Background: an optimization exercise with open tools, aiming at small area, a short achievable clock period and few clock cycles per item. Do not read the settings as production practice. RTL that was checked went through simulation tests only; none was proved equivalent to the original. No activity file was given, so power comes from the tool's default toggle rates.

Design envelope_generator, start of the top module:
module envelope_generator (
    input  wire        clk,
    input  wire        rst,           
    input  wire        cmd_valid,
    output wire        cmd_ready,
    input  wire [1:0]  cmd_op,        
    input  wire [4:0]  cmd_voice,     
    input  wire [3:0]  cmd_ar,        
    input  wire [3:0]  cmd_d1r,       
    input  wire [3:0]  cmd_d2r,       
    input  wire [3:0]  cmd_rr,        
    input  wire [3:0]  cmd_dl,        
    input  wire [3:0]  cmd_krs,       
    input  wire [3:0]  cmd_oct,       
    input  wire        cmd_oct_lsb,   
    output reg         rsp_valid,
    output reg  [9:0]  rsp_level,     
    output reg         rsp_stop       
);
    localparam NV  = 28;
    localparam NCB = 2;               
    localparam [1:0] OP_TICK   = 2'd0;
    localparam [1:0] OP_RECALC = 2'd1;
    localparam [1:0] OP_KEYON  = 2'd2;
    localparam [1:0] OP_KEYOFF = 2'd3;
    localparam [1:0] ATTACK  = 2'd0;
    localparam [1:0] DECAY1  = 2'd1;
    localparam [1:0] DECAY2  = 2'd2;
    localparam [1:0] RELEASE = 2'd3;
    localparam [26:0] EG_CEIL = 27'd67043328;    
    localparam W = 54;
    function automatic [4:0] inc28(input [4:0] x);
        inc28 = (x == 5'd27) ? 5'd0 : x + 5'd1;
    endfunction
    function automatic [4:0] dist28(input [4:0] a, input [4:0] b);
        reg [5:0] d;
        begin
            d = {1'b0, b} - {1'b0, a};
            dist28 = d[5] ? d[4:0] + 5'd28 : d[4:0];
        end
    endfunction
  ...
Size in the first run: about 1700 flip-flops, roughly 52 I/O pins.
export LEC_CHECK = 0
export ABC_CLOCK_PERIOD_IN_PS = 3500
export CAP_MARGIN = 20
export CORE_MARGIN = 2
export CORE_UTILIZATION = 65
export CTS_CLUSTER_DIAMETER = 100
export CTS_CLUSTER_SIZE = 26
export SLEW_MARGIN = 20
export SYNTH_MEMORY_MAX_BITS = 65536
create_clock -name core_clock -period 15.0 [get_ports {clk}]
standard.sh (not shown) runs the stock make flow with config.mk's settings and CLKGATE_MAP_FILE= SYNTH_SCRIPT=/design/flow/synth_recipe.tcl, a recipe that flattens the netlist after the stock synthesis.
==> flow/flow/run.sh <==
#!/bin/bash
# The standard layout (the standard.sh, unchanged synthesis), except that the
# buffers placed on the ports are sky130_fd_sc_hd__buf_2 cells instead of the
# buffer the placer picks by default (a slow delay buffer).
set -euo pipefail
export BUFFER_PORTS_ARGS="-buffer_cell sky130_fd_sc_hd__buf_2"
bash standard.sh > standard_flow.log 2>&1
Then changed:
Settings changed: ABC_CLOCK_PERIOD_IN_PS 3500 to default.
=> Final area does not change; worst setup slack stays the same; utilization is unchanged; flip-flop and latch count does not change; final cell count does not change; synthesized cell count stays the same; global-route usage does not change; power does not change; register-to-register slack barely changes; via count stays the same.
No functional check of the RTL was part of any run of this note.

envelope_generator, a different RTL version from the one above (not shown whole).
Size: about 2900 cells after synthesis, roughly 52 I/O pins, ~0.042 mm² of cells after synthesis.
export LEC_CHECK = 0
export CAP_MARGIN = 20
export CORE_MARGIN = 2
export CORE_UTILIZATION = 65
export CTS_CLUSTER_DIAMETER = 100
export CTS_CLUSTER_SIZE = 26
export SLEW_MARGIN = 20
export SYNTH_MEMORY_MAX_BITS = 65536
create_clock -name core_clock -period 15.0 [get_ports {clk}]
==> flow/flow/run.sh <==
#!/bin/bash
# The standard layout (standard.sh), with three changes:
#  1. After the standard synthesis, the combinational logic between the
#     registers is mapped again by Yosys/ABC (yosys.log): the registers keep
#     their names and cells; only the gates between them change.
#  2. The buffers placed on the ports are sky130_fd_sc_hd__buf_2 cells instead of
#     the slow delay buffer the placer picks by default.
#  3. The timing repair after clock tree synthesis and global routing aims for a
#     setup slack margin of 10.9 ns at the design's clock period.
set -euo pipefail
W=$(pwd)
R=$W/orfs/results/$FLOW_PLATFORM/envelope_generator/base
LIB=$FLOW_HOME/platforms/$FLOW_PLATFORM/lib/sky130_fd_sc_hd__tt_025C_1v80.lib
YOSYS=$(command -v yosys || echo $FLOW_HOME/../tools/install/yosys/bin/yosys)
DONT_USE="sky130_fd_sc_hd__lpflow_bleeder_1 sky130_fd_sc_hd__lpflow_clkbufkapwr_1 sky130_fd_sc_hd__lpflow_clkbufkapwr_16 sky130_fd_sc_hd__lpflow_clkbufkapwr_2 sky130_fd_sc_hd__lpflow_clkbufkapwr_4 sky130_fd_sc_hd__lpflow_clkbufkapwr_8 sky130_fd_sc_hd__lpflow_clkinvkapwr_1 sky130_fd_sc_hd__lpflow_clkinvkapwr_16 sky130_fd_sc_hd__lpflow_clkinvkapwr_2 sky130_fd_sc_hd__lpflow_clkinvkapwr_4 sky130_fd_sc_hd__lpflow_clkinvkapwr_8 sky130_fd_sc_hd__lpflow_decapkapwr_12 sky130_fd_sc_hd__lpflow_decapkapwr_3 sky130_fd_sc_hd__lpflow_decapkapwr_4 sky130_fd_sc_hd__lpflow_decapkapwr_6 sky130_fd_sc_hd__lpflow_decapkapwr_8 sky130_fd_sc_hd__lpflow_inputiso0n_1 sky130_fd_sc_hd__lpflow_inputiso0p_1 sky130_fd_sc_hd__lpflow_inputiso1n_1 sky130_fd_sc_hd__lpflow_inputiso1p_1 sky130_fd_sc_hd__lpflow_inputisolatch_1 sky130_fd_sc_hd__lpflow_isobufsrc_1 sky130_fd_sc_hd__lpflow_isobufsrc_16 sky130_fd_sc_hd__lpflow_isobufsrc_2 sky130_fd_sc_hd__lpflow_isobufsrc_4 sky130_fd_sc_hd__lpflow_isobufsrc_8 sky130_fd_sc_hd__lpflow_isobufsrckapwr_16 sky130_fd_sc_hd__lpflow_lsbuf_lh_hl_isowell_tap_1 sky130_fd_sc_hd__lpflow_lsbuf_lh_hl_isowell_tap_2 sky130_fd_sc_hd__lpflow_lsbuf_lh_hl_isowell_tap_4 sky130_fd_sc_hd__lpflow_lsbuf_lh_isowell_4 sky130_fd_sc_hd__lpflow_lsbuf_lh_isowell_tap_1 sky130_fd_sc_hd__lpflow_lsbuf_lh_isowell_tap_2 sky130_fd_sc_hd__lpflow_lsbuf_lh_isowell_tap_4 sky130_fd_sc_hd__probe_p_8 sky130_fd_sc_hd__probec_p_8 "

export BUFFER_PORTS_ARGS="-buffer_cell sky130_fd_sc_hd__buf_2"
export SETUP_SLACK_MARGIN=10.9

# standard synthesis
bash standard.sh synth > standard_synth.log 2>&1

# map the logic between the registers again
cp $R/1_2_yosys.v $W/standard_netlist.v
FF=$(grep -oE "sky130_fd_sc_hd__e?dfxtp_[0-9]+" $W/standard_netlist.v | sort -u | tr '\n' ' ')
DU=""
for c in $DONT_USE; do DU="$DU -dont_use $c"; done
cat > $W/remap.ys <<EOT
read_liberty -ignore_miss_func $LIB
read_verilog $W/standard_netlist.v
hierarchy -top $FLOW_TOP
blackbox $FF
flatten
opt -purge
abc -liberty $LIB $DU -D 4000
opt_clean -purge
stat -liberty $LIB
write_verilog -noattr $W/remapped.v
EOT
$YOSYS -s $W/remap.ys > $W/yosys.log 2>&1
cp $W/remapped.v $R/1_2_yosys.v
rm -f $R/1_synth.odb $R/1_synth.sdc

# the rest of the standard layout
bash standard.sh > standard_flow.log 2>&1
The first run ran to the end with no violations.
Testbench counts at the start, summed over its fixed seeds: cycles 46,656, cmds 45,850.
==> next run, changes <==
- GPL_TIMING_DRIVEN: default -> 0
After rerunning:
- global-route usage is about the same
- maximum frequency stays flat
- cell area climbs by 0.37%
- clock skew is higher by 7.2 ps
==> next run, changes <==
- GPL_TIMING_DRIVEN: 0 -> default
- PLACE_DENSITY: default -> 0.75
=> The changed run finished clean. Routed wire length went down by 1.6%. Global-route usage falls by 0.14 points. Flip-flop and latch count does not change. Count of clock-buffer cells in the layout went down by 5. Via count goes down by 1.2%. Combinational power stays flat.

## what the ideal ports hide
The results above use ideal ports. As a check the final layouts listed here were re-extracted and re-timed, cells and wires unchanged.
Step 1 assumes that a clkbuf_16 drives the clock port and a buf_2 every other input.
Step 2 times the ports against the registers' clock, not the clock port: input delays grow and output delays shrink by t, the midpoint of the rising clock arrivals with the driver on.
a / b / c = ideal ports / drivers / drivers and shift; a / b = the first two.
run | t, ns | slack for setup (ns) | worst setup path after step 2 | clock arrival spread, ns
the first run of note 1 | 0.708 | 10.769 / 10.705 / 10.672 | input to register | 0.030 / 0.030
the second run of note 1 | 0.708 | 10.769 / 10.705 / 10.672 | input to register | 0.030 / 0.030
the first run of note 2 | 0.712 | 10.848 / 10.781 / 10.399 | input to register | 0.031 / 0.030
the second run of note 2 | 0.718 | 10.853 / 10.787 / 10.331 | input to register | 0.041 / 0.041
the third run of note 2 | 0.712 | 10.862 / 10.794 / 10.479 | input to register | 0.043 / 0.043
After both steps setup and hold are still met in every run listed. For the second run of note 2, which loses most, drivers alone change the setup slack by -0.066 ns; drivers and shift together by -0.522 ns.
